Background: an optimization exercise with open tools, aiming at small area, a short achievable clock period and few clock cycles per item. Do not read the settings as production practice. Where RTL was checked, it was by simulation tests only, not by an equivalence proof against the original. No functional check of the RTL was part of runs 2 to 5, 7 and 8. Power and IR drop assume default switching activity.

**design/flow/run.sh**
```bash
#!/bin/bash
# synth_recipe.tcl (not shown) runs the flow's synth.tcl, then flattens the netlist and writes it again
# the make line also repeats each setting of config.mk as NAME=value (left out here)
make -C /OpenROAD-flow-scripts/flow DESIGN_CONFIG=/design/flow/config.mk WORK_HOME=/design/flow/orfs CLKGATE_MAP_FILE= SYNTH_SCRIPT=/design/flow/synth_recipe.tcl finish
```
**design/flow/config.mk**
```make
export PLATFORM = sky130hd
export DESIGN_NAME = gf2_rank
export DESIGN_NICKNAME = gf2_rank
export VERILOG_FILES = /design/flow/design.v
export SDC_FILE = /design/flow/constraint.sdc
export NUM_CORES = 4
export LEC_CHECK = 0
export CAP_MARGIN = 20
export CORE_MARGIN = 2
export CORE_UTILIZATION = 30
export SLEW_MARGIN = 20
```
**design/flow/constraint.sdc**
```tcl
create_clock -name core_clock -period 12.0 [get_ports {clk}]
set_input_delay 2.4000 -clock core_clock [delete_from_list [all_inputs] [get_ports {clk}]]
set_output_delay 2.4000 -clock core_clock [all_outputs]
set_load 0.01 [all_outputs]
```
**design/flow/design.v**
```verilog
module gf2_rank (
    input  wire         clk,
    input  wire         rst,
    input  wire         start,
    input  wire [4:0]   rows_in,
    input  wire [5:0]   cols_in,
    output wire         ready,
    input  wire         row_valid,
    input  wire [31:0]  row_in,       
    output wire         row_ready,
    output reg          done,
    output reg  [2:0]   err,
    output reg  [5:0]   rank_out
);
    localparam NMAX = 32;
    localparam KMAX = 16;
    localparam [2:0] E_NONE  = 3'd0;
    localparam [2:0] E_RANGE = 3'd3;
    localparam [1:0] S_IDLE = 2'd0;
    localparam [1:0] S_LOAD = 2'd1;
    localparam [1:0] S_ELIM = 2'd2;
    reg [1:0]      state;
    reg [4:0]      k_r;
    reg [5:0]      n_r;
    reg            bad_r;                  
    reg [4:0]      cnt;                    
    reg [4:0]      col;                    
    reg [4:0]      r;                      
    reg [NMAX-1:0] m [0:KMAX-1];
    reg [KMAX-1:0] used;                   
    assign ready     = (state == S_IDLE);
    assign row_ready = (state == S_LOAD);
    reg [NMAX-1:0] col_mask;
    integer b;
    always @(*)
        for (b = 0; b < NMAX; b = b + 1)
            col_mask[b] = (b < n_r);
    reg            found;
    reg [3:0]      piv;
    integer i;
    always @(*) begin
        found = 1'b0;
        piv   = 4'd0;
        for (i = KMAX - 1; i >= 0; i = i - 1) begin
            if (!used[i] && i < k_r && m[i][col]) begin
                found = 1'b1;
                piv   = i[3:0];
            end
        end
    end
    wire [NMAX-1:0] prow = m[piv];
    integer j;
    always @(posedge clk) begin
        if (rst) begin
            state <= S_IDLE;
            done  <= 1'b0;
            err   <= E_NONE;
            cnt   <= 5'd0;
            col   <= 5'd0;
            r     <= 5'd0;
        end else begin
            done <= 1'b0;
            case (state)
                S_IDLE: begin
                    if (start) begin
                        k_r   <= rows_in;
                        n_r   <= cols_in;
                        bad_r <= (rows_in > KMAX) || (cols_in > NMAX);
                        cnt   <= 5'd0;
                        col   <= 5'd0;
                        r     <= 5'd0;
                        used  <= {KMAX{1'b0}};
                        state <= (rows_in == 5'd0) ? S_ELIM : S_LOAD;
                    end
                end
                S_LOAD: begin
                    if (row_valid) begin
                        if (cnt < KMAX)
                            m[cnt[3:0]] <= row_in & col_mask;
                        cnt <= cnt + 5'd1;
                        if (cnt == k_r - 5'd1)
                            state <= S_ELIM;
                    end
                end
                S_ELIM: begin
                    if (bad_r) begin
                        state    <= S_IDLE;
                        done     <= 1'b1;
                        err      <= E_RANGE;
                        rank_out <= 6'd0;
                    end else begin
                        if (found) begin
                            for (j = 0; j < KMAX; j = j + 1)
                                if (j != piv && m[j][col])
                                    m[j] <= m[j] ^ prow;
                            used[piv] <= 1'b1;
                            r <= r + 5'd1;
                        end
                        col <= col + 5'd1;
                        if (col == NMAX - 1) begin
                            state    <= S_IDLE;
                            done     <= 1'b1;
                            err      <= E_NONE;
                            rank_out <= {1'b0, r} + {5'd0, found};
                        end
                    end
                end
                default: state <= S_IDLE;
            endcase
        end
    end
endmodule
```
==> run_results.csv, run 1 <==
group,metric,value,unit
status,status,"complete, no violations",
worst_setup_path,critPathCaptureType,"register",
power,leakage,14.9,nW
floorplanning,rows,130,
place,place_area,39800,sq um
route,routedWlPerCell,26.9,um
power,ir_drop,0.0000871,V
power,p_seq_share,43.4,%
yosys,syn_area_per_cell,10.1,sq um
timing,setup-tns-final,0,ps
route,ant_nets,0,
place,hpwl,93600,um
timing,worst_clock_skew,26.4,ps
final_layout,final_area,42000,sq um
floorplanning,die_x,360,um
final_layout,areaGrowthSynthToFinish,10.2,%
power,p_sw_share,28.1,%
power,internal-power,0.00367,W
grt,grt_max_degree,109,
worst_setup_path,crit_start,"col[0]",
yosys,seq_area_frac_synth,44.1,%
floorplanning,die_h,360,um
route,finalWirelength,144000,um
flow_run,maxCapViolations,0,
place,placed_cells,5224,
floorplanning,io_pins,59,
yosys,synth_edf_count,546,
final_layout,fin_util,33.4,%
floorplanning,dieArea,130000,sq um
worst_hold_path,min_path_type,"register to register",
route,vias_per_cell,5.79,
worst_setup_path,critPathRequiredTime,12330,ps
yosys,synthTopCellsByArea,"edfxtp_1, xor2_1, nand2_1",
yosys,netlist_instances,3772,
power,p_clk_share,40.9,%
power,power_density,121,nW/um^2
yosys,synth_top_area_share,43.1,%
clock_network,cts_setup_buffers,0,
timing,fmax,0.127,GHz
worst_setup_path,rr_worst_depth,15,
floorplanning,start_util,30.3,%
timing,rsz0062_at_grt,"false",
timing,setup_viol,0,
yosys,async_flop_share,0,%
final_layout,diodes,0,
place,gp_congestion,1.00,
route,drt_iter0_markers,4915,
worst_setup_path,crit_end,"m[12][19]",
route,vias,30900,
worst_setup_path,r2r_start,"col[0]",
worst_setup_path,r2r-end,"m[12][19]",
worst_setup_path,crit_fanout,102,
power,comb_power_share,15.7,%
clock_network,cts_tree,"yes",
grt,antenna_found_initial,5,
timing,fin_crit_sh,65.8,%
yosys,mappedNetlistArea,38100,sq um
grt,grt_pass1_vias,28600,
yosys,synth_largest_area_cell,"edfxtp_1",
timing,min_period,7900,ps
clock_network,cts_resized,0,
grt,grt_pass1_wl,208000,um
power,switchingPower,0.00143,W
timing,drv_slew,0,
timing,hold_viol_final,0,
worst_setup_path,rrSetupSlack,4100,ps
final_layout,stdcell_count,5341,
clock_network,cts.clk_slew.worst_paths,60,ps
route,drc_errors,0,
final_layout,drive_above_1_share,9.18,%
clock_network,insertion_delay,630,ps
timing,tightest_slew,1160,ps
grt,gr-total-overflow,0,
clock_network,clock-sinks,565,
clock_network,clock_path_buffers,3,
worst_setup_path,start_kind,"register",
final_layout,nets,3710,
place,port_buffers,57,
clock_network,htree_levels,3,
route,first_pass_iters,6,
clock_network,cts_buffers,68,
grt,grt_usage,21.4,%
floorplanning,core-area,126000,sq um
yosys,synth_cell_types,94,
clock_network,cts_root_buffer,"clkbuf_16",
timing,slew-limit-headroom,22.2,%
yosys,synth_ff_type,"edfxtp_1",
worst_setup_path,cp.arrival,8230,ps
worst_setup_path,crit_type,"register to register",
yosys,yosysWarnings,1,
yosys,synth_seq_cells,565,
clock_network,ctsHoldBuffers,0,
## how the worst min path moves through the flow
| stage | start | end | slack (ps) | cells after the start |
|---|---|---|---|---|
| after floorplan | state[1] | state[0] | 490 | 1 |
| after global placement | state[1] | state[0] | 520 | 1 |
| after detailed placement | err[0] | err[0] | 530 | 2 |
| after CTS | err[0] | err[0] | 540 | 2 |
| after global routing | state[1] | state[0] | 580 | 1 |
| final | err[0] | err[0] | 540 | 2 |
## area by class of cell
cell class	instances	area, sq um
fillers	12600	83800
well taps	1650	2060
clock inverters	28	236
repair buffers	139	1240
multi-input cells	2848	19600
inverters	23	93.8
flip-flops and latches	565	16800
clock buffers	88	1900
## power by group through the flow
stage | Combinational (W) | Sequential, W | Clock, W
after floorplan | 0.000580 | 0.00224 | 0
after global placement | 0.000758 | 0.00225 | 0
after detailed placement | 0.000774 | 0.00225 | 0
after CTS | 0.000780 | 0.00221 | 0.00209
after global routing | 0.000861 | 0.00222 | 0.00216
final | 0.000799 | 0.00221 | 0.00208
## worst max-delay path, stage by stage, from the launching register on
cell	delay (ps)
dfxtp_4	750
buf_4	500
mux4_1	700
a22o_1	390
a31oi_1	470
a221oi_1	320
nand2b_1	310
o2111ai_1	640
o21ai_4	160
inv_8	580
buf_4	680
mux2i_1	160
a22oi_1	370
nand4_2	790
xor2_1	430
o21ai_0	120
## cell families (layout without fill, tap and decap cells)
group | count (synthesis) | in the layout | share of synthesized area (%)
buffers and inverters | 359 | 278 | 4.72
other | 1 | 1 | 0.00985
AO/OA/AOI/OAI | 975 | 975 | 15.6
adder cells (fa/ha/maj) | 18 | 18 | 0.592
XOR/XNOR | 517 | 517 | 11.9
multiplexers | 335 | 335 | 11.4
flip-flops | 565 | 565 | 44.1
AND/OR/NAND/NOR | 1002 | 1002 | 11.7
## cell usage in the layout (no fill, tap or decap), types with 16 or more instances in the layout
master,n
a211oi_1,28
clkbuf_16,73
nand3_1,28
dfxtp_1,17
nand2_1,658
buf_4,77
ha_1,18
o211ai_1,19
o21a_1,25
inv_1,20
edfxtp_1,546
o31a_1,22
a22oi_1,131
o21ai_0,439
mux2i_1,243
xor2_1,455
nor2_1,92
xnor2_1,62
mux4_2,62
a22o_1,17
nand4_2,19
o21ai_1,76
mux2_2,16
nor3_1,63
clkdlybuf4s50_1,57
nand4_1,16
a21oi_1,103
## per-stage QoR
| step | setup slack (ps) | hold slack [ps] | power, W |
|---|---|---|---|
| finish | 4100 | 543 | 0.00510 |
| floorplan | 6500 | 488 | 0.00282 |
| CTS | 4210 | 542 | 0.00508 |
| detailed placement | 4220 | 526 | 0.00303 |
| global route | 3890 | 584 | 0.00523 |
| global placement | 4250 | 520 | 0.00301 |
## Yosys cell counts, drive strengths merged (11+ instances only)
| library cell | number |
|---|---|
| a22o | 17 |
| a22oi | 131 |
| a211o | 14 |
| dfxtp | 19 |
| mux2 | 17 |
| a21boi | 13 |
| nor2 | 93 |
| nand2 | 675 |
| buf | 143 |
| nor2b | 15 |
| a31oi | 13 |
| and2 | 17 |
| nand4 | 35 |
| edfxtp | 546 |
| xor2 | 455 |
| a211oi | 29 |
| o21ai | 519 |
| nand3 | 31 |
| inv | 22 |
| o22ai | 11 |
| o31a | 22 |
| clkbuf | 191 |
| nor3 | 67 |
| xnor2 | 62 |
| o211ai | 19 |
| a21oi | 103 |
| mux4 | 75 |
| o21a | 25 |
| mux2i | 243 |
| ha | 18 |
## layer usage
metal / GRT usage, % / wire length [um]
met5: 0 / 34
met4: 8.04 / 5760
met3: 3.79 / 15800
met2: 32.0 / 61700
met1: 30.6 / 60400
## sequential cells by signal (all words and copies together), names as in the netlist, 2 cells and up
register / cells
col: 5
r: 5
m: 512
rank_out: 6
cnt: 5
n_r: 6
state: 2
k_r: 5
used: 16
Testbench counts, summed over its fixed seeds: cycles 39,644, items 960.
==> inputs of run 2 (changes only) <==
==> design/flow/design.v (replaced) <==
module gf2_rank (
    input  wire         clk,
    input  wire         rst,
    input  wire         start,
    input  wire [4:0]   rows_in,
    input  wire [5:0]   cols_in,
    output wire         ready,
    input  wire         row_valid,
    input  wire [31:0]  row_in,       
    output wire         row_ready,
    output reg          done,
    output wire [2:0]   err,
    output wire [5:0]   rank_out
);
    localparam NMAX = 32;
    localparam [NMAX-1:0] CUT = (32'd1 << 3) | (32'd1 << 12) | (32'd1 << 22);
    reg        busy;                       
    reg        loading;                    
    reg  [4:0] rem;                        
    reg        bad_r;                      
    reg  [4:0] cnt;                        
    reg  [NMAX-1:0] valid;                 
    assign ready     = ~busy;
    assign row_ready = loading;
    assign err       = {1'b0, bad_r, bad_r};
    assign rank_out  = {1'b0, cnt};
    wire take      = row_valid & loading;
    wire take_last = take & (rem == 5'd1);
    wire [NMAX*(NMAX+1)-1:0] rbus;
    wire [NMAX:0] lbus, pbus, ebus;
    assign rbus[NMAX-1:0] = row_in;
    assign lbus[0] = take;
    assign pbus[0] = take;
    assign ebus[0] = take_last;
    genvar c;
    generate
        for (c = 0; c < NMAX; c = c + 1) begin : col
            wire [NMAX-1:0] rin;
            wire            lin, pin, ein;
            if (c > 0 && CUT[c]) begin : pipe
                reg [NMAX-1:0] r;
                reg            l, p, e;
                always @(posedge clk) begin
                    r <= rbus[NMAX*c +: NMAX];
                    if (rst) begin
                        l <= 1'b0;
                        p <= 1'b0;
                        e <= 1'b0;
                    end else begin
                        l <= lbus[c];
                        p <= pbus[c];
                        e <= ebus[c];
                    end
                end
                assign rin = r;
                assign lin = l;
                assign pin = p;
                assign ein = e;
            end else begin : thru
                assign rin = rbus[NMAX*c +: NMAX];
                assign lin = lbus[c];
                assign pin = pbus[c];
                assign ein = ebus[c];
            end
            reg  [NMAX-1:0] slot;
            wire [NMAX-1:0] hi  = ~((32'd2 << c) - 32'd1);
            wire            hit = rin[c];
            wire            put = lin & hit & ~valid[c];
            wire            red = hit & valid[c];
            always @(posedge clk)
                if (put)
                    slot <= rin & hi;
            assign rbus[NMAX*(c+1) +: NMAX] = rin ^ ({NMAX{red}} & slot & hi);
            assign lbus[c+1] = lin & ~(hit & ~valid[c]);
            assign pbus[c+1] = pin;
            assign ebus[c+1] = ein;
            always @(posedge clk)
                if (start)
                    valid[c] <= (cols_in <= c);
                else if (put)
                    valid[c] <= 1'b1;
        end
    endgenerate
    wire stored = pbus[NMAX] & ~lbus[NMAX];
    wire fin    = ebus[NMAX];
    always @(posedge clk) begin
        if (rst) begin
            busy    <= 1'b0;
            loading <= 1'b0;
            done    <= 1'b0;
        end else begin
            done <= (start && rows_in == 5'd0) || fin;
            if (start) begin
                busy    <= (rows_in != 5'd0);
                loading <= (rows_in != 5'd0);
            end else begin
                if (fin)
                    busy <= 1'b0;
                if (take_last)
                    loading <= 1'b0;
            end
        end
        if (start) begin
            rem   <= rows_in;
            bad_r <= (rows_in > 5'd16) || (cols_in > 6'd32);
        end else if (take) begin
            rem   <= rem - 5'd1;
        end
        if (start || bad_r)
            cnt <= 5'd0;
        else
            cnt <= cnt + {4'd0, stored};
    end
endmodule
==> run_results.csv, run 2 <==
group,metric,value,unit
timing,setup-tns-final,0,ps
route,routed.top_layer,"met4",
yosys,synth_seq_cells,610,
final_layout,final_cell_mix,"edfxtp_1, nand2_1, xnor2_1",
power,p_clk_share,23.4,%
timing,fmax,0.149,GHz
final_layout,final_common_cell,"edfxtp_1",
worst_setup_path,rrSetupSlack,5270,ps
worst_setup_path,cp_num_buf_inv,1,
power,comb_power_share,40.9,%
final_layout,drive_above_1_share,9.05,%
floorplanning,rows,113,
status,status,"complete, no violations",
route,wl_met3,1840,um
timing,whs,437,ps
timing,setup_viol,0,
route,drc_errors,0,
yosys,async_flop_share,0,%
grt,grt_pass1_wl,81900,um
power,switchingPower,0.00295,W
worst_hold_path,hold_start,"col[12].pipe.e",
yosys,synth_ff_type,"edfxtp_1",
yosys,synth_edf_count,534,
power,power_density,251,nW/um^2
power,p_sw_share,35.9,%
clock_network,clock_path_buffers,3,
worst_setup_path,critPathCaptureType,"register",
worst_hold_path,min_path_type,"register to register",
yosys,synth_xor_area_share,15.2,%
timing,fin_crit_sh,56.1,%
yosys,synth_mux_area_share,0.917,%
yosys,mappedNetlistArea,28500,sq um
place,place_area,30600,sq um
worst_setup_path,r2r_start,"valid[12]",
final_layout,final_area,32700,sq um
clock_network,cts.clk_slew.worst_paths,60,ps
yosys,synth-compound-area-share,6.01,%
place,hpwl,34100,um
yosys,synthSimpleGateAreaFrac,14.0,%
clock_network,htree_levels,2,
route,vias_per_cell,4.36,
yosys,synth_most_common_cell,"edfxtp_1",
worst_setup_path,start_kind,"register",
clock_network,cts_setup_buffers,0,
clock_network,cts_root_buffer,"clkbuf_16",
flow_run,maxCapViolations,0,
route,ant_nets,0,
floorplanning,io_pins,59,
worst_setup_path,cp.arrival,6980,ps
worst_setup_path,crit_type,"register to register",
yosys,yosysWarnings,1,
timing,hold_viol_final,0,
timing,rsz0062_at_grt,"false",
timing,drv_slew,0,
route,met1_length,24200,um
yosys,synth_common_cells,"edfxtp_1, nand2_1, xnor2_1",
clock_network,cts_resized,0,
yosys,synth_largest_area_cell,"edfxtp_1",
worst_setup_path,rr_worst_depth,15,
yosys,synthTopCellsByArea,"edfxtp_1, xnor2_1, nand2_1",
route,first_pass_iters,7,
worst_setup_path,crit_fanout,16,
final_layout,largest_register_ffs,496,
final_layout,areaGrowthSynthToFinish,14.6,%
timing,min_period,6730,ps
place,port_buffers,56,
worst_hold_path,whs_endpoint,"col[22].pipe.e",
floorplanning,start_util,30.2,%
yosys,synth_cell_types,96,
grt,grt_max_degree,62,
power,p_seq_share,35.7,%
grt,grt_pass1_vias,16000,
grt,grt_usage,9.97,%
yosys,seq_area_frac_synth,61.6,%
timing,worst_clock_skew,36.4,ps
route,routedWlPerCell,12.9,um
floorplanning,core-area,94600,sq um
grt,gr-total-overflow,0,
worst_setup_path,max_stage_delay,740,ps
power,design_power_total,0.00821,W
power,leakage,10.7,nW
worst_setup_path,critPathRequiredTime,12250,ps
worst_hold_path,holdPathStages,1,
clock_network,cts_tree,"yes",
power,internal-power,0.00526,W
route,drt_iter0_markers,903,
final_layout,nets,2497,
yosys,syn_area_per_cell,11.9,sq um
floorplanning,dieArea,97600,sq um
yosys,netlist_instances,2390,
timing,slew-limit-headroom,23.2,%
worst_setup_path,crit_slowest_cell,"nor4_4",
route,route.met2.wl,21600,um
floorplanning,die_h,312,um
worst_setup_path,r2r-end,"col[21].slot[25]",
yosys,synthAdderAreaFrac,0.175,%
final_layout,largest-register,"col.slot",
final_layout,fin_util,34.6,%
power,ir_drop,0.000171,V
clock_network,cts_buffers,60,
route,finalWirelength,48600,um
timing,tightest_slew,1140,ps
worst_setup_path,crit_family,"simple AND/OR/NAND/NOR gates",
route,vias,16400,
worst_setup_path,path_cells,"and3_4 > mux2i_4 > xnor2_2 > and2_1 > a311oi_1 > a32o_1 > xnor2_2 > nor2_1 > a21oi_1 > o2bb2ai_1 > xor2_2 > inv_2 > nor4_4 > o21bai_1 > nor2_1",
clock_network,insertion_delay,650,ps
final_layout,top_regs,"col.slot: 496 flops, col.pipe.r: 59 flops, valid: 32 flops",
grt,antenna_found_initial,0,
worst_setup_path,cp.depth,15,
place,gp_congestion,0.792,
yosys,synth_top_area_share,56.2,%
floorplanning,die_x,312,um
clock_network,clock-sinks,610,
clock_network,ctsHoldBuffers,0,
yosys,synth_top_family_by_area,"XOR/XNOR gates",
-- run 2: cell types whose count changed in the layout (fill, tap and decap cells not counted), moves of 34 or more --
cell,delta
a22oi_1,-116
xor2_1,-383
dfxtp_1,+59
xnor2_1,+340
mux4_2,-62
nor3_1,-37
nand2_1,-162
nand3_1,+49
a21oi_1,-64
o21ai_0,-377
inv_1,+34
buf_4,-50
o21ai_1,-75
mux2i_1,-226
-- run 2: power by group through the flow --
stage                     combinational [W]  clock, W  sequential, W
after floorplan                     0.00269         0        0.00292
after global placement              0.00333         0        0.00297
after detailed placement            0.00338         0        0.00297
after CTS                           0.00340   0.00199        0.00293
after global routing                0.00375   0.00207        0.00294
final                               0.00336   0.00192        0.00293
-- run 2: worst reg2reg max path: stages, from the launching register on --
cell and delay [ps]:
edfxtp_1 500, and3_4 310, mux2i_4 340, xnor2_2 260, and2_1 540, a311oi_1 190
a32o_1 340, xnor2_2 260, nor2_1 670, a21oi_1 160, o2bb2ai_1 230, xor2_2 660
inv_2 190, nor4_4 740, o21bai_1 230, nor2_1 740
-- run 2: worst max-delay path by stage --
stage                        from  slack [ps]                 to
2_1_floorplan           row_in[0]        6130           valid[2]
3_3_place_gp            row_in[0]        5360  col[3].pipe.r[23]
3_5_place_dp            valid[12]        5240   col[21].slot[30]
4_1_cts                 valid[12]        5180   col[21].slot[31]
5_1_grt        col[12].pipe.r[12]        4620   col[21].slot[30]
6_report                valid[12]        5270   col[21].slot[25]
-- run 2: logic make-up (layout without fill, tap and decap cells) --
kind of cell | count (synthesis) | in the layout
simple gates | 875 | 875
flops | 610 | 610
xor+xnor | 484 | 484
compound gates | 245 | 245
buf+inv | 148 | 255
mux | 23 | 23
fa+ha+maj | 4 | 4
other cells | 1 | 3
-- run 2: final cells by class --
type / count / area, sq um
repair buffers: 84 / 769
fillers: 9199 / 61900
clock inverters: 26 / 272
flip-flops and latches: 610 / 17600
multi-input cells: 1633 / 10500
well taps: 1265 / 1580
inverters: 57 / 214
diodes: 1 / 2.50
clock buffers: 88 / 1810
-- run 2: per-layer routing --
layer | GRT usage (%) | up-vias
li1 | - | 8432
met1 | 14.0 | 7679
met2 | 15.8 | 240
met3 | 1.78 | 75
met4 | 2.78 | 0
met5 | 0 | -
-- run 2: through the flow --
step,std cells,worst slack [ps]
2_1_floorplan,2391,6130
3_3_place_gp,3648,5360
3_5_place_dp,3648,5240
4_1_cts,3762,5180
5_1_grt,3763,4620
6_report,3764,5270
==> inputs of run 3 (changes only) <==
--- a/design/flow/design.v
+++ b/design/flow/design.v
@@ -14,5 +14,5 @@
 );
     localparam NMAX = 32;
-    localparam [NMAX-1:0] CUT = (32'd1 << 3) | (32'd1 << 12) | (32'd1 << 22);
+    localparam [NMAX-1:0] CUT = (32'd1 << 3) | (32'd1 << 9) | (32'd1 << 15) | (32'd1 << 21) | (32'd1 << 27);
     reg        busy;                       
     reg        loading;                    
==> run_results.csv, run 3 <==
group,metric,value,unit
grt,grt_max_degree,79,
grt,antenna_found_initial,2,
route,vias,17100,
clock_network,clock_path_buffers,3,
yosys,synth_largest_area_cell,"edfxtp_1",
yosys,async_flop_share,0,%
worst_setup_path,cp_num_buf_inv,3,
floorplanning,rows,115,
place,hpwl,35900,um
clock_network,clock-sinks,642,
floorplanning,dieArea,101000,sq um
power,power_density,227,nW/um^2
worst_hold_path,whs_endpoint,"col[9].pipe.p",
final_layout,fillers,9565,
place,gp_congestion,0.741,
route,first_pass_iters,5,
floorplanning,io_pins,59,
yosys,synthAdderAreaFrac,0.169,%
timing,min_period,4910,ps
clock_network,cts_buffers,61,
timing,worst_clock_skew,25.5,ps
status,status,"complete, no violations",
yosys,mappedNetlistArea,29600,sq um
clock_network,cts_root_buffer,"clkbuf_16",
final_layout,areaGrowthSynthToFinish,14.1,%
final_layout,final_cell_mix,"nand2_1, edfxtp_1, xnor2_1",
grt,grt_pass1_wl,88000,um
worst_setup_path,r2r-end,"col[9].pipe.r[23]",
yosys,synthSimpleGateAreaFrac,13.4,%
worst_setup_path,start_kind,"primary input",
route,ant_nets,0,
yosys,synth_seq_cells,642,
yosys,yosysWarnings,1,
worst_setup_path,r2r_start,"valid[3]",
place,placed_cells,3771,
clock_network,cts_resized,0,
timing,fmax,0.203,GHz
yosys,synth_cell_types,73,
clock_network,insertion_delay,650,ps
power,ir_drop,0.000128,V
grt,met1_usage,14.6,%
clock_network,cts_tree,"yes",
final_layout,nets,2598,
route,finalWirelength,52800,um
timing,slew-limit-headroom,26.9,%
floorplanning,die_x,318,um
yosys,synth_mux_area_share,0.812,%
clock_network,cts.clk_slew.worst_paths,60,ps
grt,globalRouteMet2Util,16.5,%
worst_setup_path,crit_type,"primary input to register",
final_layout,fin_util,34.5,%
timing,tightest_slew,1090,ps
yosys,synth_edf_count,534,
place,port_buffers,56,
clock_network,ctsHoldBuffers,0,
grt,grt_usage,10.4,%
final_layout,top_regs,"col.slot: 496 flops, col.pipe.r: 85 flops, valid: 32 flops",
route,routedWlPerCell,13.6,um
final_layout,drive_above_1_share,9.35,%
worst_setup_path,crit_family,"simple AND/OR/NAND/NOR gates",
floorplanning,core-area,98000,sq um
worst_setup_path,path_cells,"clkdlybuf4s50_1 > and2_2 > nand2_1 > xnor2_1 > and2_1 > buf_4 > nand2_1 > xnor2_1 > nor3_2 > buf_4 > or2_2",
yosys,synth_most_common_cell,"nand2_1",
yosys,synthTopCellsByArea,"edfxtp_1, xnor2_1, dfxtp_1",
worst_setup_path,rrSetupSlack,7360,ps
timing,rsz0062_at_grt,"false",
worst_setup_path,max_stage_delay,550,ps
timing,setup-tns-final,0,ps
grt,gr-total-overflow,0,
route,drt_iter0_markers,1064,
worst_setup_path,critPathRequiredTime,12400,ps
worst_hold_path,holdPathStages,1,
route,vias_per_cell,4.41,
final_layout,largest-register,"col.slot",
route,drc_errors,0,
timing,fin_crit_sh,41.0,%
yosys,netlist_instances,2513,
yosys,synth-compound-area-share,6.85,%
worst_setup_path,critPathCaptureType,"register",
worst_setup_path,crit_fanout,31,
yosys,synth_top_area_share,54.2,%
yosys,synth_ff_type,"edfxtp_1",
power,leakage,11.2,nW
final_layout,largest_register_ffs,496,
clock_network,htree_levels,2,
yosys,synth_xor_area_share,14.8,%
worst_hold_path,hold_start,"col[3].pipe.p",
final_layout,final_common_cell,"nand2_1",
worst_hold_path,min_path_type,"register to register",
timing,whs,434,ps
yosys,synth_top_family_by_area,"XOR/XNOR gates",
yosys,syn_area_per_cell,11.8,sq um
timing,hold_viol_final,0,
final_layout,stdcell_count,3887,
worst_setup_path,cp.arrival,5320,ps
yosys,synth_common_cells,"nand2_1, edfxtp_1, xnor2_1",
timing,drv_slew,0,
floorplanning,start_util,30.2,%
worst_setup_path,crit_slowest_cell,"and2_2",
timing,setup_viol,0,
grt,grt_pass1_vias,16700,
clock_network,cts_setup_buffers,0,
final_layout,diodes,0,
grt,met3_usage,1.75,%
flow_run,maxCapViolations,0,
grt,busiest_layer,"met2",
worst_setup_path,rr_worst_depth,11,
yosys,seq_area_frac_synth,61.5,%
floorplanning,die_h,318,um
[run 3: changes by cell type after synthesis, sizes merged, moves of 25 or more]
cell,delta
o22ai,+47
nand2,+41
a21oi,+35
dfxtp,+32
nand3,-28
o21ai,-25
[run 3: final cells by class]
cell class | count | area (sq um) | area share [%]
clock buffer | 79 | 1700 | 5.03
timing repair buffer | 84 | 766 | 2.27
clock inverter | 37 | 460 | 1.36
sequential | 642 | 18200 | 53.9
tap | 1287 | 1610 | 4.77
multi-input combinational | 1691 | 10800 | 31.9
inverter | 67 | 251 | 0.745
[run 3: layer usage]
| metal | vias to the layer above | share of wire, % |
|---|---|---|
| met2 | 206 | 45 |
| met4 | 0 | 2.0 |
| met1 | 8103 | 49 |
| met5 | - | 0 |
| li1 | 8754 | - |
| met3 | 74 | 3.4 |
[run 3: logic make-up (layout without fill, tap and decap cells)]
logic type / count (synthesis) / count (layout)
simple gates: 888 / 888
other cells: 1 / 2
mux: 21 / 21
fa+ha+maj: 4 / 4
xor+xnor: 496 / 496
buf+inv: 181 / 267
compound gates: 280 / 280
flops: 642 / 642
[run 3: how the worst max path moves through the flow]
stage | start | to | cells past startpoint
4_1_cts | row_in[0] | valid[2] | 11
3_5_place_dp | row_in[0] | valid[2] | 11
5_1_grt | col[3].pipe.r[3] | col[9].pipe.r[23] | 11
6_report | row_in[0] | valid[2] | 11
3_3_place_gp | row_in[0] | valid[2] | 11
2_1_floorplan | row_in[0] | valid[2] | 8
[run 3: through the flow]
stage / setup WS (ps) / area, sq um / power (W)
6_report: 7090 / 33800 / 0.00766
5_1_grt: 6770 / 33800 / 0.00814
4_1_cts: 6600 / 33800 / 0.00777
3_5_place_dp: 5890 / 31600 / 0.00569
3_3_place_gp: 5930 / 31600 / 0.00564
2_1_floorplan: 6130 / 29600 / 0.00513
[run 3: where the power goes]
group / switching, W / internal [W]
combinational: 0.00152 / 0.00107
clock: 0.000852 / 0.00120
sequential: 0.000131 / 0.00289
==> inputs of run 4 (changes only) <==
==> design/flow/flow/run.sh (new file) <==
#!/bin/bash
set -euo pipefail
bash standard.sh SETUP_SLACK_MARGIN=8 finish > make_finish.log 2>&1
==> design/flow/standard.sh (new file) <==
#!/bin/bash
# synth_recipe.tcl (not shown) runs the flow's synth.tcl, then flattens the netlist and writes it again
# the make line also repeats each setting of config.mk as NAME=value (left out here)
make -C /OpenROAD-flow-scripts/flow DESIGN_CONFIG=/design/flow/config.mk WORK_HOME=/design/flow/orfs CLKGATE_MAP_FILE= SYNTH_SCRIPT=/design/flow/synth_recipe.tcl "${@:-finish}"
removed: design/flow/run.sh
==> run_results.csv, run 4 <==
group,metric,value,unit
yosys,synth_common_cells,"nand2_1, edfxtp_1, xnor2_1",
worst_setup_path,crit_type,"primary input to register",
timing,fmax,0.252,GHz
yosys,synth_mux_area_share,0.812,%
timing,rsz0062_at_grt,"true",
route,vias_per_cell,4.46,
grt,gr-total-overflow,0,
final_layout,nets,2629,
power,leakage,11.5,nW
yosys,synth_top_area_share,54.2,%
final_layout,drive_above_1_share,11.2,%
grt,met1_usage,14.6,%
final_layout,fillers,9486,
grt,grt_max_degree,79,
yosys,synth_ff_type,"edfxtp_1",
worst_hold_path,min_path_type,"register to register",
route,ant_nets,0,
clock_network,cts.clk_slew.worst_paths,60,ps
clock_network,insertion_delay,610,ps
worst_setup_path,start_kind,"primary input",
yosys,synth_largest_area_cell,"edfxtp_1",
grt,grt_usage,10.6,%
final_layout,final_area,34300,sq um
yosys,synth_most_common_cell,"nand2_1",
floorplanning,die_x,318,um
final_layout,final_cell_mix,"nand2_1, edfxtp_1, xnor2_1",
timing,fin_crit_sh,33.1,%
route,routedWlPerCell,14.1,um
yosys,synthSimpleGateAreaFrac,13.4,%
yosys,yosysWarnings,1,
grt,met3_usage,1.92,%
floorplanning,die_h,318,um
final_layout,multi_input_area,11000,sq um
route,finalWirelength,55300,um
final_layout,largest-register,"col.slot",
timing,setup_viol,0,
timing,setup_slack,8030,ps
floorplanning,start_util,30.2,%
yosys,synth_edf_count,534,
yosys,synth_top_family_by_area,"XOR/XNOR gates",
flow_run,maxCapViolations,0,
final_layout,largest_register_ffs,496,
worst_setup_path,cp.arrival,4290,ps
place,post-place-ws,6590,ps
yosys,mappedNetlistArea,29600,sq um
timing,whs,434,ps
timing,tightest_slew,1060,ps
route,drt_iter0_markers,1045,
grt,busiest_layer,"met2",
clock_network,cts_tree,"yes",
route,vias,17500,
route,first_pass_iters,5,
place,place_area,31700,sq um
clock_network,clock_path_buffers,3,
yosys,seq_area_frac_synth,61.5,%
timing,hold_viol_final,0,
worst_hold_path,holdPathStages,1,
worst_setup_path,critPathCaptureType,"register",
clock_network,htree_levels,3,
yosys,synth_xor_area_share,14.8,%
grt,grt_pass1_wl,89300,um
yosys,netlist_instances,2513,
clock_network,clock-sinks,642,
place,port_buffers,56,
yosys,synthAdderAreaFrac,0.169,%
worst_setup_path,critPathRequiredTime,12320,ps
timing,slew-limit-headroom,29.1,%
floorplanning,core-area,98000,sq um
yosys,synth_cell_types,73,
place,hpwl,36300,um
route,drc_errors,0,
final_layout,ff_latch_area,18200,sq um
status,status,"complete, no violations",
grt,antenna_found_initial,0,
worst_setup_path,rr_worst_depth,10,
power,ir_drop,0.000108,V
timing,drv_slew,0,
yosys,synth_seq_cells,642,
floorplanning,io_pins,59,
final_layout,top_regs,"col.slot: 496 flops, col.pipe.r: 85 flops, valid: 32 flops",
final_layout,areaGrowthSynthToFinish,16.1,%
yosys,async_flop_share,0,%
place,gp_congestion,0.740,
power,design_power_total,0.00781,W
power,power_density,228,nW/um^2
timing,min_period,3970,ps
floorplanning,dieArea,101000,sq um
timing,worst_clock_skew,13.6,ps
clock_network,ctsHoldBuffers,0,
final_layout,final_common_cell,"nand2_1",
floorplanning,rows,115,
clock_network,cts_buffers,66,
clock_network,cts_root_buffer,"clkbuf_16",
worst_setup_path,crit_fanout,19,
yosys,synth-compound-area-share,6.85,%
grt,grt_pass1_vias,17100,
grt,globalRouteMet2Util,17.1,%
timing,setup-tns-final,0,ps
yosys,syn_area_per_cell,11.8,sq um
yosys,synthTopCellsByArea,"edfxtp_1, xnor2_1, dfxtp_1",
[run 4: stage by stage]
step | std cells | util [%]
final | 3920 | 35.0
after global placement | 3774 | 32.3
after floorplan | 2514 | -
after CTS | 3906 | 34.8
after global routing | 3919 | 35.0
after detailed placement | 3776 | 32.3
[run 4: cell families (layout without fill, tap and decap cells)]
logic type | after synthesis | count (layout)
xor gates and xnor gates | 496 | 496
other | 1 | 3
adders and majority gates | 4 | 4
and+or+nand+nor | 888 | 891
buffers and inverters | 181 | 295
AOI/OAI and AO/OA | 280 | 281
muxes | 21 | 21
DFF | 642 | 642
[run 4: final cells by class]
class | instances | share of cell area, %
flip-flops and latches | 642 | 53.0
inverters | 67 | 0.732
repair buffers | 106 | 3.17
well taps | 1287 | 4.69
multi-input cells | 1695 | 32.0
clock inverters | 32 | 1.03
diodes | 1 | 0.00729
clock buffers | 90 | 5.40
[run 4: metal layers]
layer  vias to the layer above  share of wire [%]  wire, um
li1                       8826                  -         -
met1                      8311                 48     26500
met2                       257                 46     25500
met3                        85                3.4      1870
met4                         0                2.4      1340
met5                         -                  0         0
[run 4: power by group]
part | leakage (nW) | switching [W] | internal [W] | total [W]
sequential | 5.74 | 0.000131 | 0.00289 | 0.00302
combinational | 4.66 | 0.00157 | 0.00114 | 0.00270
clock | 1.09 | 0.000864 | 0.00122 | 0.00209
[run 4: critical path, stage by stage]
cell	delay (ps)
clkdlybuf4s50_1	760
or3_1	550
o31ai_1	570
[run 4: timing repair]
| item | 4_1_cts | 5_1_grt |
|---|---|---|
| setup buffers | 6 | 9 |
| gates cloned | 2 | 4 |
| pin swaps | 1 | 4 |
| setup endpoints to repair | 189 | 157 |
| gates resized for setup | 21 | 28 |
[run 4: final timing paths]
kind	start	to	slack [ps]
setup / recovery	cols_in[5]	valid[1]	8030
hold / removal	col[3].pipe.e	col[9].pipe.e	430
setup reg to reg	valid[3]	col[8].slot[26]	8220
hold reg to reg	col[3].pipe.e	col[9].pipe.e	430
==> inputs of run 5 (changes only) <==
--- a/design/flow/design.v
+++ b/design/flow/design.v
@@ -14,6 +14,6 @@
 );
     localparam NMAX = 32;
-    localparam [NMAX-1:0] CUT = (32'd1 << 3) | (32'd1 << 9) | (32'd1 << 15) | (32'd1 << 21) | (32'd1 << 27);
-    reg        busy;                       
+    localparam [NMAX-1:0] CUT = (32'd1 << 2) | (32'd1 << 9) | (32'd1 << 15) | (32'd1 << 21) | (32'd1 << 27);
+    localparam FIRST = 2;              
     reg        loading;                    
     reg  [4:0] rem;                        
@@ -21,5 +21,8 @@
     reg  [4:0] cnt;                        
     reg  [NMAX-1:0] valid;                 
-    assign ready     = ~busy;
+    reg  [5:0] n_r;                        
+    reg        init;                       
+    reg        rdy;                        
+    assign ready     = rdy;
     assign row_ready = loading;
     assign err       = {1'b0, bad_r, bad_r};
@@ -75,9 +78,17 @@
             assign pbus[c+1] = pin;
             assign ebus[c+1] = ein;
-            always @(posedge clk)
-                if (start)
-                    valid[c] <= (cols_in <= c);
-                else if (put)
-                    valid[c] <= 1'b1;
+            if (c < FIRST) begin : v0
+                always @(posedge clk)
+                    if (start)
+                        valid[c] <= (cols_in <= c);
+                    else if (put)
+                        valid[c] <= 1'b1;
+            end else begin : v1
+                always @(posedge clk)
+                    if (init)
+                        valid[c] <= (n_r <= c);
+                    else if (put)
+                        valid[c] <= 1'b1;
+            end
         end
     endgenerate
@@ -86,15 +97,17 @@
     always @(posedge clk) begin
         if (rst) begin
-            busy    <= 1'b0;
+            rdy     <= 1'b1;
             loading <= 1'b0;
             done    <= 1'b0;
+            init    <= 1'b0;
         end else begin
             done <= (start && rows_in == 5'd0) || fin;
+            init <= start;
             if (start) begin
-                busy    <= (rows_in != 5'd0);
+                rdy     <= (rows_in == 5'd0);
                 loading <= (rows_in != 5'd0);
             end else begin
                 if (fin)
-                    busy <= 1'b0;
+                    rdy <= 1'b1;
                 if (take_last)
                     loading <= 1'b0;
@@ -102,4 +115,5 @@
         end
         if (start) begin
+            n_r   <= cols_in;
             rem   <= rows_in;
             bad_r <= (rows_in > 5'd16) || (cols_in > 6'd32);
==> design/flow/flow/run.sh (replaced) <==
#!/bin/bash
set -euo pipefail
bash standard.sh SETUP_SLACK_MARGIN=8.5 finish > make_finish.log 2>&1
==> run_results.csv, run 5 <==
group,metric,value,unit
worst_setup_path,start_kind,"register",
floorplanning,core-area,98100,sq um
timing,slew-limit-headroom,37.2,%
route,vias_per_cell,4.50,
route,first_pass_iters,5,
final_layout,largest-register,"col.slot",
timing,fmax,0.275,GHz
yosys,synth_cell_types,82,
final_layout,final_common_cell,"edfxtp_1",
worst_setup_path,crit_type,"register to output port",
timing,setup_slack,8360,ps
clock_network,cts_root_buffer,"clkbuf_16",
worst_setup_path,max_stage_delay,420,ps
grt,grt_pass1_wl,90800,um
worst_setup_path,r2r_start,"valid[2]",
yosys,synth_most_common_cell,"edfxtp_1",
route,drt_iter0_markers,1066,
clock_network,clock-sinks,650,
worst_setup_path,r2r-end,"col[8].slot[22]",
worst_setup_path,path_cells,"buf_2",
final_layout,largest_register_ffs,496,
clock_network,cts_buffers,72,
clock_network,cts_tree,"yes",
route,vias,17600,
worst_hold_path,whs_endpoint,"col[15].pipe.e",
final_layout,fin_util,36.5,%
yosys,syn_area_per_cell,12.1,sq um
place,hpwl,36600,um
worst_hold_path,min_path_type,"register to register",
worst_setup_path,cp.arrival,1240,ps
grt,antenna_found_initial,2,
timing,rsz0062_at_grt,"true",
power,leakage,12.1,nW
place,port_buffers,56,
route,finalWirelength,57600,um
floorplanning,rows,115,
worst_setup_path,critPathRequiredTime,9600,ps
timing,setup_viol,0,
timing,hold_viol_final,0,
yosys,synth_seq_cells,650,
yosys,mappedNetlistArea,29600,sq um
grt,grt_max_degree,52,
grt,grt_usage,11.0,%
power,comb_power_share,34.0,%
route,drc_errors,0,
clock_network,cts.clk_slew.worst_paths,60,ps
worst_setup_path,cp_num_buf_inv,1,
floorplanning,die_h,318,um
place,post-place-ws,6790,ps
clock_network,htree_levels,3,
worst_hold_path,holdPathStages,1,
timing,fin_crit_sh,30.3,%
worst_setup_path,rr_worst_depth,13,
worst_setup_path,crit_fanout,3,
route,routedWlPerCell,14.7,um
power,p_sw_share,32.9,%
timing,setup-tns-final,0,ps
yosys,synth_common_cells,"edfxtp_1, nand2_1, xnor2_1",
worst_setup_path,rrSetupSlack,8490,ps
yosys,synth_ff_type,"edfxtp_1",
floorplanning,start_util,30.2,%
timing,tightest_slew,942,ps
clock_network,clock_path_buffers,3,
yosys,seq_area_frac_synth,62.2,%
timing,worst_clock_skew,47.3,ps
floorplanning,dieArea,101000,sq um
power,switchingPower,0.00261,W
power,p_clk_share,27.7,%
worst_setup_path,critPathCaptureType,"output port",
worst_setup_path,crit_family,"flip-flops",
yosys,synth_largest_area_cell,"edfxtp_1",
timing,min_period,3640,ps
place,placed_cells,3700,
yosys,async_flop_share,0,%
yosys,synth_top_area_share,54.8,%
yosys,yosysWarnings,1,
floorplanning,die_x,318,um
yosys,synth_edf_count,540,
power,power_density,221,nW/um^2
final_layout,drive_above_1_share,16.6,%
route,ant_nets,0,
power,internal-power,0.00532,W
final_layout,fillers,9387,
worst_hold_path,hold_start,"col[9].pipe.e",
yosys,netlist_instances,2438,
timing,drv_slew,0,
grt,grt_pass1_vias,16800,
flow_run,maxCapViolations,0,
final_layout,nets,2617,
final_layout,areaGrowthSynthToFinish,21.2,%
status,status,"complete, no violations",
timing,whs,439,ps
power,p_seq_share,38.2,%
floorplanning,io_pins,59,
final_layout,final_cell_mix,"edfxtp_1, nand2_1, xnor2_1",
worst_setup_path,crit_start,"bad_r",
clock_network,insertion_delay,650,ps
yosys,synthTopCellsByArea,"edfxtp_1, xnor2_1, dfxtp_1",
final_layout,diodes,0,
final_layout,stdcell_count,3912,
power,ir_drop,0.000125,V
final_layout,top_regs,"col.slot: 496 flops, col.pipe.r: 86 flops, valid: 32 flops",
place,gp_congestion,0.738,
grt,gr-total-overflow,0,
worst_setup_path,crit_slowest_cell,"edfxtp_1",
==> run 5: changes by cell type after synthesis, moves of 17 or more <==
cell      before  now
inv_1         67   44
o22ai_1       28    0
mux2i_1       17   35
nand2_1      538  521
a21oi_2       20    2
nand3_1       49   83
o211ai_1       3   25
nor2_1        96   66
a21oi_1       54   21
o22ai_2       21    0
==> run 5: kinds of logic (layout without fill, tap and decap cells) <==
group                    after synthesis  in the layout  synth area share (%)
multiplexers                          41             41                  1.45
other                                  1              2                0.0127
AO/OA/AOI/OAI                        232            233                  6.03
XOR/XNOR                             495            496                  14.8
AND/OR/NAND/NOR                      858            866                  13.0
adder cells (fa/ha/maj)                4              4                 0.169
flip-flops                           650            650                  62.2
buffers and inverters                157            333                  2.28
==> run 5: worst max path at each step <==
stage          slack (ps)  cells after the start               to
3_3_place_gp         6870                      9  col[8].slot[22]
6_report             8360                      1           err[0]
4_1_cts              8300                      1           err[0]
3_5_place_dp         6790                      9  col[8].slot[22]
2_1_floorplan        8030                      4         valid[1]
5_1_grt              8300                      1           err[0]
==> run 5: final cells by class <==
type                            instances  area [sq um]  share of cell area [%]
Multi-Input combinational cell       1642         11600                    32.4
Inverter                               46           185                   0.516
Tap cell                             1287          1610                    4.49
Timing Repair Buffer                  154          1590                    4.43
Sequential cell                       650         18400                    51.4
Clock buffer                           94          1990                    5.54
Clock inverter                         39           432                    1.20
==> run 5: what timing repair did <==
action                     4_1_cts  5_1_grt
gates cloned                     9        7
pin swaps                       18       33
setup buffers                   32       31
hold buffers                     0        0
gates resized for setup        134       99
setup endpoints to repair      315      221
==> run 5: worst register-to-register path, stage by stage, from the launching register on <==
cell	delay [ps]
edfxtp_1	470
and3_4	240
buf_12	130
xor2_4	150
a31o_2	280
a211o_1	320
a211oi_4	320
o21ai_2	100
o311a_1	390
nor3_4	240
buf_12	160
xnor2_4	120
nor3_4	160
buf_4	190
==> run 5: power groups by stage <==
stage / clock [W] / combinational [W] / sequential (W)
after floorplan: 0 / 0.00191 / 0.00301
final: 0.00220 / 0.00270 / 0.00303
after global placement: 0 / 0.00236 / 0.00307
after CTS: 0.00227 / 0.00252 / 0.00303
after global routing: 0.00236 / 0.00295 / 0.00305
after detailed placement: 0 / 0.00239 / 0.00307
==> run 5: layer usage <==
metal  vias to the layer above  share of wire, %  GRT usage [%]
met2                       248                46           17.2
li1                       8782                 -              -
met1                      8469                48           15.4
met3                        87               3.6           1.91
met5                         -                 0              0
met4                         0               2.3           3.58
==> run 5: per-stage QoR <==
stage / area [sq um] / total power (W)
after detailed placement: 31800 / 0.00546
after floorplan: 29800 / 0.00493
after global placement: 31700 / 0.00543
after global routing: 35900 / 0.00836
after CTS: 34900 / 0.00783
final: 35900 / 0.00793
==> inputs of run 6 (changes only) <==
--- a/design/flow/design.v
+++ b/design/flow/design.v
@@ -14,5 +14,5 @@
 );
     localparam NMAX = 32;
-    localparam [NMAX-1:0] CUT = (32'd1 << 2) | (32'd1 << 9) | (32'd1 << 15) | (32'd1 << 21) | (32'd1 << 27);
+    localparam [NMAX-1:0] CUT = (32'd1 << 2) | (32'd1 << 11) | (32'd1 << 21);
     localparam FIRST = 2;              
     reg        loading;                    
==> run_results.csv, run 6 <==
group,metric,value,unit
grt,grt_usage,12.7,%
yosys,async_flop_share,0,%
yosys,syn_area_per_cell,12.4,sq um
timing,setup_viol,0,
power,p_sw_share,35.9,%
final_layout,areaGrowthSynthToFinish,40.8,%
clock_network,cts_tree,"yes",
timing,fmax,0.189,GHz
worst_setup_path,cp.arrival,5850,ps
yosys,seq_area_frac_synth,62.6,%
worst_setup_path,r2r-end,"cnt[3]",
worst_hold_path,holdPathStages,1,
clock_network,insertion_delay,660,ps
power,switchingPower,0.00400,W
final_layout,largest_register_ffs,496,
grt,antenna_found_initial,7,
yosys,synth_edf_count,540,
route,ant_nets,0,
power,internal-power,0.00713,W
route,first_pass_iters,5,
place,hpwl,37200,um
worst_hold_path,min_path_type,"register to register",
final_layout,top_regs,"col.slot: 496 flops, col.pipe.r: 62 flops, valid: 32 flops",
yosys,synthSimpleGateAreaFrac,12.7,%
floorplanning,die_x,312,um
yosys,netlist_instances,2288,
final_layout,fin_util,42.8,%
route,met1_length,27500,um
power,ir_drop,0.000192,V
worst_hold_path,hold_start,"col[2].pipe.p",
grt,grt_max_degree,56,
route,drc_errors,0,
power,leakage,13.7,nW
yosys,synth_xor_area_share,15.6,%
clock_network,cts_buffers,61,
grt,grt_pass1_vias,18800,
route,routedWlPerCell,17.3,um
worst_setup_path,rr_worst_depth,22,
yosys,synthTopCellsByArea,"edfxtp_1, xnor2_1, nand2_1",
power,p_clk_share,17.8,%
worst_setup_path,start_kind,"register",
yosys,synth_most_common_cell,"edfxtp_1",
timing,worst_clock_skew,27.3,ps
worst_setup_path,crit_fanout,8,
final_layout,nets,2655,
timing,drv_slew,0,
yosys,synth_largest_area_cell,"edfxtp_1",
route,drt_iter0_markers,1187,
yosys,synthAdderAreaFrac,0.176,%
floorplanning,io_pins,59,
floorplanning,core-area,93600,sq um
worst_hold_path,whs_endpoint,"col[11].pipe.p",
yosys,synth_top_area_share,57.0,%
route,wl_met3,3210,um
power,comb_power_share,55.6,%
yosys,yosysWarnings,1,
route,route.met2.wl,34900,um
floorplanning,rows,112,
timing,hold_viol_final,0,
power,p_seq_share,26.6,%
route,routed.top_layer,"met5",
worst_setup_path,rrSetupSlack,6700,ps
place,port_buffers,56,
yosys,synth_cell_types,93,
timing,fin_crit_sh,44.2,%
final_layout,final_cell_mix,"edfxtp_1, nand2_1, xnor2_1",
worst_setup_path,critPathRequiredTime,12550,ps
yosys,synth_top_family_by_area,"XOR/XNOR gates",
yosys,synth_mux_area_share,0.757,%
timing,tightest_slew,855,ps
clock_network,cts.clk_slew.worst_paths,60,ps
route,vias_per_cell,4.64,
floorplanning,start_util,30.4,%
timing,min_period,5300,ps
power,power_density,278,nW/um^2
yosys,synth_seq_cells,620,
grt,gr-total-overflow,0,
worst_setup_path,critPathCaptureType,"register",
final_layout,drive_above_1_share,33.0,%
clock_network,clock-sinks,620,
yosys,synth-compound-area-share,6.22,%
route,vias,18200,
timing,setup-tns-final,0,ps
status,status,"complete, no violations",
final_layout,largest-register,"col.slot",
clock_network,htree_levels,2,
floorplanning,die_h,312,um
yosys,mappedNetlistArea,28400,sq um
yosys,synth_ff_type,"edfxtp_1",
clock_network,cts_root_buffer,"clkbuf_16",
yosys,synth_common_cells,"edfxtp_1, nand2_1, xnor2_1",
flow_run,maxCapViolations,0,
timing,rsz0062_at_grt,"true",
final_layout,fillers,8240,
timing,slew-limit-headroom,42.8,%
floorplanning,dieArea,97300,sq um
clock_network,clock_path_buffers,3,
worst_setup_path,crit_type,"register to register",
worst_setup_path,r2r_start,"valid[21]",
place,gp_congestion,0.764,
route,finalWirelength,67800,um
final_layout,stdcell_count,3912,
final_layout,final_common_cell,"edfxtp_1",
place,placed_cells,3537,
grt,grt_pass1_wl,101000,um
[run 6: how the worst max path moves through the flow]
| stage | start | end | slack (ps) |
|---|---|---|---|
| finish | valid[21] | cnt[3] | 6700 |
| global route | valid[21] | cnt[3] | 6450 |
| CTS | valid[21] | cnt[4] | 6740 |
| detailed placement | valid[11] | col[20].slot[21] | 5530 |
| global placement | valid[11] | col[20].slot[22] | 5660 |
| floorplan | valid[21] | cnt[4] | 7110 |
[run 6: layer usage]
metal / GRT usage, % / vias up
met5: 0 / -
met4: 4.67 / 14
met3: 2.76 / 133
li1: - / 8664
met2: 22.3 / 394
met1: 15.4 / 8965
[run 6: repair_timing]
| item | 4_1_cts | 5_1_grt |
|---|---|---|
| hold buffers | 0 | 0 |
| cloned | 29 | 4 |
| setup buffers | 165 | 59 |
| gates resized for setup | 487 | 207 |
| pin swaps | 182 | 137 |
| endpoints found under the setup margin | 505 | 374 |
[run 6: area by class of cell]
class                           instances  area (sq um)  area share (%)
Clock buffer                           87          1760            4.39
Sequential cell                       620         17800            44.5
Tap cell                             1254          1570            3.92
Timing Repair Buffer                  322          3720            9.28
Clock inverter                         29           298           0.743
Antenna cell                            1          2.50         0.00625
Inverter                               51           201           0.503
Multi-Input combinational cell       1548         14700            36.6
[run 6: cells by family (layout without fill, tap and decap cells)]
group,Yosys count,after routing
AND/OR/NAND/NOR,800,814
flip-flops,620,620
XOR/XNOR,488,488
AO/OA/AOI/OAI,221,221
buffers and inverters,135,489
multiplexers,19,19
adder cells (fa/ha/maj),4,4
other,1,3
[run 6: critical path, stage by stage, from the launching register on]
cell and delay (ps):
edfxtp_1 430, and3_4 260, mux2i_4 320, xor2_4 320, a311oi_2 80, a211o_1 350
xnor2_4 270, inv_4 90, xnor2_4 160, or4_4 560, and2_4 200, nor4_4 270
nor3_4 80, xnor2_2 150, xor2_1 170, or3_1 380, a21o_1 180, a21boi_2 230
ha_4 190, buf_6 90, nand3_2 70, xor2_1 170, nor3_1 190
[run 6: power by group through the flow]
stage                     clock network [W]  registers [W]  logic (W)
after detailed placement                  0        0.00300    0.00365
after floorplan                           0        0.00295    0.00308
final                               0.00198        0.00296    0.00618
after global placement                    0        0.00299    0.00354
after global routing                0.00212        0.00297    0.00655
after CTS                           0.00202        0.00296    0.00538
[run 6: stage by stage]
stage | setup slack, ps | total power (W) | hold WS [ps] | instance area (sq um)
finish | 6700 | 0.0111 | 441 | 40100
global route | 6450 | 0.0116 | 459 | 40100
CTS | 6740 | 0.0104 | 444 | 38100
detailed placement | 5530 | 0.00664 | 430 | 31700
global placement | 5660 | 0.00653 | 424 | 31700
floorplan | 7110 | 0.00603 | 403 | 29900
Testbench counts of run 6, summed over its fixed seeds: cycles 11,804, items 960.
==> inputs of run 7 (changes only) <==
--- a/design/flow/design.v
+++ b/design/flow/design.v
@@ -14,9 +14,10 @@
 );
     localparam NMAX = 32;
-    localparam [NMAX-1:0] CUT = (32'd1 << 2) | (32'd1 << 11) | (32'd1 << 21);
-    localparam FIRST = 2;              
+    localparam [NMAX-1:0] CUT = (32'd1 << 3) | (32'd1 << 12) | (32'd1 << 22);
+    localparam FIRST = 3;              
     reg        loading;                    
     reg  [4:0] rem;                        
     reg        bad_r;                      
+    reg        bad_q;                      
     reg  [4:0] cnt;                        
     reg  [NMAX-1:0] valid;                 
@@ -26,5 +27,5 @@
     assign ready     = rdy;
     assign row_ready = loading;
-    assign err       = {1'b0, bad_r, bad_r};
+    assign err       = {1'b0, bad_q, bad_q};
     assign rank_out  = {1'b0, cnt};
     wire take      = row_valid & loading;
@@ -97,6 +98,4 @@
     always @(posedge clk) begin
         if (rst) begin
-            rdy     <= 1'b1;
-            loading <= 1'b0;
             done    <= 1'b0;
             init    <= 1'b0;
@@ -104,14 +103,8 @@
             done <= (start && rows_in == 5'd0) || fin;
             init <= start;
-            if (start) begin
-                rdy     <= (rows_in == 5'd0);
-                loading <= (rows_in != 5'd0);
-            end else begin
-                if (fin)
-                    rdy <= 1'b1;
-                if (take_last)
-                    loading <= 1'b0;
-            end
         end
+        rdy     <= rst | (start & (rows_in == 5'd0)) | (~start & (rdy | fin));
+        loading <= ~rst & ((start & (rows_in != 5'd0)) | (~start & loading & ~take_last));
+        bad_q   <= start ? ((rows_in > 5'd16) | (cols_in > 6'd32)) : bad_r;
         if (start) begin
             n_r   <= cols_in;
==> run_results.csv, run 7 <==
group,metric,value,unit
yosys,netlist_instances,2383,
grt,grt_usage,12.3,%
yosys,syn_area_per_cell,12.0,sq um
floorplanning,die_h,313,um
route,first_pass_iters,5,
route,vias,18500,
final_layout,largest_register_ffs,496,
grt,antenna_found_initial,0,
timing,fmax,0.206,GHz
yosys,synthTopCellsByArea,"edfxtp_1, xnor2_1, nand2_1",
grt,grt_max_degree,40,
yosys,async_flop_share,0,%
clock_network,cts_tree,"yes",
final_layout,diodes,0,
power,power_density,280,nW/um^2
clock_network,cts_buffers,69,
final_layout,nets,2791,
place,gp_congestion,0.753,
timing,drv_slew,0,
worst_setup_path,cp.arrival,5360,ps
worst_setup_path,critPathRequiredTime,12520,ps
timing,setup_viol,0,
clock_network,cts_root_buffer,"clkbuf_16",
floorplanning,die_x,313,um
yosys,synth_seq_cells,618,
route,vias_per_cell,4.55,
timing,hold_viol_final,0,
clock_network,htree_levels,3,
worst_hold_path,holdPathStages,1,
route,ant_nets,0,
timing,tightest_slew,1410,ps
final_layout,final_cell_mix,"edfxtp_1, nand2_1, xnor2_1",
timing,setup_slack,7160,ps
floorplanning,dieArea,98000,sq um
yosys,synth_most_common_cell,"edfxtp_1",
worst_setup_path,cp.depth,21,
clock_network,cts.clk_slew.worst_paths,60,ps
yosys,synth_top_area_share,56.6,%
yosys,synth_common_cells,"edfxtp_1, nand2_1, xnor2_1",
floorplanning,rows,113,
yosys,yosysWarnings,1,
flow_run,maxCapViolations,0,
yosys,synth_edf_count,540,
worst_setup_path,path_cells,"and3_4 > buf_12 > xor2_4 > a31o_4 > a211o_1 > a211oi_4 > o211ai_1 > buf_4 > xnor2_4 > buf_6 > o211ai_1 > buf_4 > a221oi_2 > o311a_1 > o21a_2 > nor3b_4 > buf_6 > buf_6 > a21boi_2 > or4_1 > and3_1",
timing,fin_crit_sh,40.4,%
grt,gr-total-overflow,0,
yosys,synth_largest_area_cell,"edfxtp_1",
yosys,synth_cell_types,86,
floorplanning,core-area,94900,sq um
route,routedWlPerCell,15.9,um
power,ir_drop,0.000258,V
clock_network,insertion_delay,630,ps
final_layout,areaGrowthSynthToFinish,42.1,%
worst_setup_path,crit_fanout,5,
timing,rsz0062_at_grt,"true",
worst_setup_path,cp_common_cell,"buf_6",
place,hpwl,35600,um
clock_network,clock_path_buffers,3,
route,drc_errors,0,
final_layout,final_common_cell,"edfxtp_1",
timing,worst_clock_skew,49.7,ps
floorplanning,start_util,30.2,%
final_layout,drive_above_1_share,34.9,%
status,status,"complete, no violations",
place,post-place-ws,5590,ps
yosys,synth_ff_type,"edfxtp_1",
timing,slew-limit-headroom,5.01,%
worst_setup_path,start_kind,"register",
route,drt_iter0_markers,1120,
final_layout,largest-register,"col.slot",
power,leakage,14.5,nW
grt,grt_pass1_wl,97900,um
timing,min_period,4840,ps
worst_setup_path,crit_type,"register to register",
final_layout,top_regs,"col.slot: 496 flops, col.pipe.r: 59 flops, valid: 32 flops",
grt,grt_pass1_vias,18400,
worst_setup_path,crit_slowest_cell,"or4_1",
clock_network,ctsHoldBuffers,0,
yosys,mappedNetlistArea,28600,sq um
route,finalWirelength,64600,um
worst_setup_path,max_stage_delay,460,ps
timing,setup-tns-final,0,ps
worst_setup_path,critPathCaptureType,"register",
floorplanning,io_pins,59,
clock_network,clock-sinks,618,
place,port_buffers,56,
worst_hold_path,min_path_type,"register to register",
worst_setup_path,crit_family,"compound AO/OA/AOI/OAI gates",
worst_setup_path,cp_num_buf_inv,6,
worst_setup_path,rr_worst_depth,21,
yosys,seq_area_frac_synth,62.1,%
## run 7: changes by cell type after synthesis, moves of 8 or more
| cell | change |
|---|---|
| o2111ai_1 | -10 |
| nand3_1 | +17 |
| o311ai_2 | -10 |
| nand2_1 | +8 |
| xnor2_1 | -29 |
| nor2_1 | +39 |
| and2_1 | -23 |
| clkbuf_1 | +10 |
| o211a_1 | +12 |
| nor3_1 | +17 |
| xor2_1 | +32 |
| a21o_1 | +15 |
## run 7: cell families (layout without fill, tap and decap cells)
| logic type | after synthesis | after routing | share of synthesized area [%] |
|---|---|---|---|
| flops | 618 | 618 | 62.1 |
| simple gates | 876 | 888 | 13.8 |
| buf+inv | 139 | 536 | 1.98 |
| xor+xnor | 484 | 484 | 15.0 |
| mux | 23 | 24 | 0.887 |
| other cells | 1 | 2 | 0.0131 |
| compound gates | 238 | 239 | 6.04 |
| fa+ha+maj | 4 | 4 | 0.175 |
## run 7: power breakdown
group | internal (W) | leakage (nW) | total [W] | switching (W)
Combinational | 0.00325 | 7.85 | 0.00638 | 0.00313
Clock | 0.00118 | 1.08 | 0.00206 | 0.000886
Sequential | 0.00284 | 5.55 | 0.00296 | 0.000116
Total | 0.00727 | 14.5 | 0.0114 | 0.00413
## run 7: path summary, 6_finish.rpt
check,startpoint,endpoint,slack (ps)
worst max-delay path,valid[12],col[22].pipe.r[30],7160
worst max register to register,valid[12],col[22].pipe.r[30],7160
worst min-delay path,col[3].pipe.e,col[12].pipe.e,430
worst min register to register,col[3].pipe.e,col[12].pipe.e,430
## run 7: final cells by class
class / instances / area [sq um]
timing repair buffer: 359 / 3940
clock inverter: 30 / 335
multi-input combinational: 1641 / 14900
fill: 8334 / 54200
tap: 1265 / 1580
clock buffer: 96 / 1910
sequential: 618 / 17800
inverter: 51 / 196
## run 7: stage by stage
step	instance area [sq um]	power (W)	hold WS (ps)	std cells	utilization [%]
after floorplan	30200	0.00564	406	2384	-
after global placement	32000	0.00626	418	3639	33.7
after detailed placement	32000	0.00632	423	3639	33.7
after CTS	38600	0.0105	437	3981	40.7
after global routing	40700	0.0120	451	4060	42.9
final	40700	0.0114	433	4060	42.9
## run 7: routing by layer
layer / share of wire [%] / GRT usage [%] / up-vias / routed length [um]
li1: - / - / 9060 / -
met4: 1.9 / 3.23 / 0 / 1240
met5: 0 / 0 / - / 0
met3: 3.0 / 1.87 / 89 / 1910
met1: 42 / 15.5 / 9022 / 27300
met2: 53 / 21.8 / 299 / 34100
## run 7: timing repair
item | 4_1_cts | 5_1_grt
pin swaps | 140 | 140
resized for setup | 484 | 240
cloned | 25 | 8
setup endpoints to repair | 511 | 384
buffers inserted | 191 | 69
==> inputs of run 8 (changes only) <==
==> design/flow/flow/run.sh (replaced) <==
#!/bin/bash
set -euo pipefail
bash standard.sh SETUP_SLACK_MARGIN=8.5 "BUFFER_PORTS_ARGS=-buffer_cell sky130_fd_sc_hd__buf_2" finish > make_finish.log 2>&1
--- a/design/flow/config.mk
+++ b/design/flow/config.mk
@@ -8,4 +8,5 @@
 export CAP_MARGIN = 20
 export CORE_MARGIN = 2
-export CORE_UTILIZATION = 30
+export CORE_UTILIZATION = 50
+export CTS_BUF_LIST = sky130_fd_sc_hd__clkbuf_8
 export SLEW_MARGIN = 20
==> run_results.csv, run 8 <==
group,metric,value,unit
status,status,"complete, no violations",
clock_network,ctsHoldBuffers,0,
yosys,yosysWarnings,1,
worst_setup_path,crit_fanout,6,
worst_setup_path,rr_worst_depth,19,
power,switchingPower,0.00406,W
clock_network,clock_path_buffers,3,
yosys,netlist_instances,2383,
final_layout,final_common_cell,"edfxtp_1",
worst_setup_path,crit_slowest_cell,"or4_1",
flow_run,maxCapViolations,0,
yosys,synth_largest_area_cell,"edfxtp_1",
floorplanning,dieArea,59200,sq um
timing,fin_crit_sh,41.1,%
final_layout,largest-register,"col.slot",
final_layout,areaGrowthSynthToFinish,37.2,%
worst_hold_path,min_path_type,"register to register",
worst_setup_path,start_kind,"register",
power,comb_power_share,56.4,%
yosys,async_flop_share,0,%
worst_hold_path,hold_start,"col[3].pipe.p",
route,vias,19200,
floorplanning,core-area,56500,sq um
power,design_power_total,0.0109,W
clock_network,cts_root_buffer,"clkbuf_8",
route,first_pass_iters,5,
clock_network,clock-sinks,618,
worst_hold_path,holdPathStages,1,
worst_setup_path,max_stage_delay,500,ps
place,port_buffers,56,
route,finalWirelength,69600,um
yosys,synth_common_cells,"edfxtp_1, nand2_1, xnor2_1",
worst_setup_path,cp_num_buf_inv,4,
final_layout,top_regs,"col.slot: 496 flops, col.pipe.r: 59 flops, valid: 32 flops",
worst_setup_path,crit_type,"register to register",
timing,slew-limit-headroom,26.1,%
worst_setup_path,critPathRequiredTime,12590,ps
grt,antenna_found_initial,1,
yosys,seq_area_frac_synth,62.1,%
route,ant_nets,0,
clock_network,cts_tree,"yes",
yosys,mappedNetlistArea,28600,sq um
power,internal-power,0.00681,W
place,hpwl,37900,um
route,vias_per_cell,5.35,
floorplanning,rows,87,
final_layout,final_cell_mix,"edfxtp_1, nand2_1, xnor2_1",
yosys,synth_seq_cells,618,
yosys,synth_cell_types,86,
power,leakage,14.5,nW
worst_setup_path,cp_common_cell,"buf_4",
power,p_clk_share,16.4,%
clock_network,insertion_delay,710,ps
timing,drv_slew,0,
route,routedWlPerCell,19.4,um
yosys,synthTopCellsByArea,"edfxtp_1, xnor2_1, nand2_1",
worst_setup_path,r2r_start,"valid[12]",
route,drt_iter0_markers,1102,
final_layout,drive_above_1_share,36.3,%
grt,grt_pass1_wl,105000,um
timing,setup-tns-final,0,ps
yosys,synth_top_area_share,56.6,%
worst_setup_path,path_cells,"and3_4 > mux2i_4 > xor2_4 > o211ai_1 > a211oi_4 > o211ai_1 > buf_4 > xnor2_4 > buf_4 > nor3_4 > o311a_1 > o311a_1 > buf_4 > nor3_4 > nor4_2 > buf_4 > nor3b_1 > or4_1 > and3_1",
grt,grt_usage,22.2,%
worst_setup_path,crit_family,"simple AND/OR/NAND/NOR gates",
grt,grt_max_degree,33,
grt,grt_pass1_vias,19500,
timing,tightest_slew,1110,ps
final_layout,largest_register_ffs,496,
route,drc_errors,0,
timing,setup_viol,0,
==> run 8: cell counts after synthesis <==
No cell type changed its count.
==> run 8: worst max-delay path by stage <==
stage              start            endpoint  slack [ps]  cells past startpoint
2_1_floorplan  valid[12]    col[21].slot[22]        7300                     19
3_3_place_gp    valid[3]           valid[11]        5320                     17
3_5_place_dp    valid[3]           valid[11]        5150                     17
4_1_cts        valid[12]  col[22].pipe.r[30]        7200                     19
5_1_grt        valid[12]  col[22].pipe.r[30]        6830                     19
6_report       valid[12]  col[22].pipe.r[30]        7060                     19
==> run 8: repair_timing <==
item | in CTS | in global routing
gates resized for setup | 400 | 227
endpoints found under the setup margin | 497 | 413
cloned | 26 | 5
buffers inserted | 168 | 72
pin swaps | 129 | 106
==> run 8: routing by layer <==
metal  vias to the layer above  track usage, %  part of all wire [%]
met3                       148            3.86                   3.5
li1                       9102               -                     -
met5                         -               0                     0
met1                      9529            27.0                    39
met2                       434            40.3                    54
met4                         0            6.69                   2.7
==> run 8: power groups by stage <==
stage          Sequential (W)  Clock (W)  Combinational (W)
2_1_floorplan         0.00293          0            0.00271
3_3_place_gp          0.00298          0            0.00323
3_5_place_dp          0.00299          0            0.00333
4_1_cts               0.00295    0.00182            0.00502
5_1_grt               0.00297    0.00193            0.00650
6_report              0.00295    0.00178            0.00613
==> run 8: worst register-to-register path: cells and delay by family (launching register included) <==
kind	cells	cell delay [ps]
and+or+nand+nor	7	1460
AOI/OAI and AO/OA	5	1350
buffers and inverters	4	690
xor gates and xnor gates	2	480
DFF	1	450
muxes	1	380
==> run 8: cells by family after synthesis <==
logic type	Yosys count	share of synthesized area, %
adder cells (fa/ha/maj)	4	0.175
AND/OR/NAND/NOR	876	13.8
multiplexers	23	0.887
XOR/XNOR	484	15.0
AO/OA/AOI/OAI	238	6.04
buffers and inverters	139	1.98
flip-flops	618	62.1
other	1	0.0131
==> run 8: metrics by stage <==
step | hold slack [ps] | util [%] | cell area [sq um] | cells | setup slack (ps)
after floorplan | 406 | - | 30200 | 2384 | 7300
after global placement | 425 | 54.9 | 31000 | 3128 | 5320
after detailed placement | 424 | 55.0 | 31100 | 3131 | 5150
after CTS | 439 | 65.7 | 37100 | 3510 | 7200
after global routing | 460 | 69.6 | 39300 | 3588 | 6830
final | 436 | 69.6 | 39300 | 3588 | 7060
==> run 8: area by class of cell <==
type | count | area, sq um
Tap cell | 756 | 946
Inverter | 51 | 191
Clock buffer | 117 | 1610
Multi-Input combinational cell | 1637 | 14800
Clock inverter | 68 | 364
Sequential cell | 618 | 17800
Antenna cell | 1 | 2.50
Fill cell | 3786 | 17200
Timing Repair Buffer | 340 | 3560
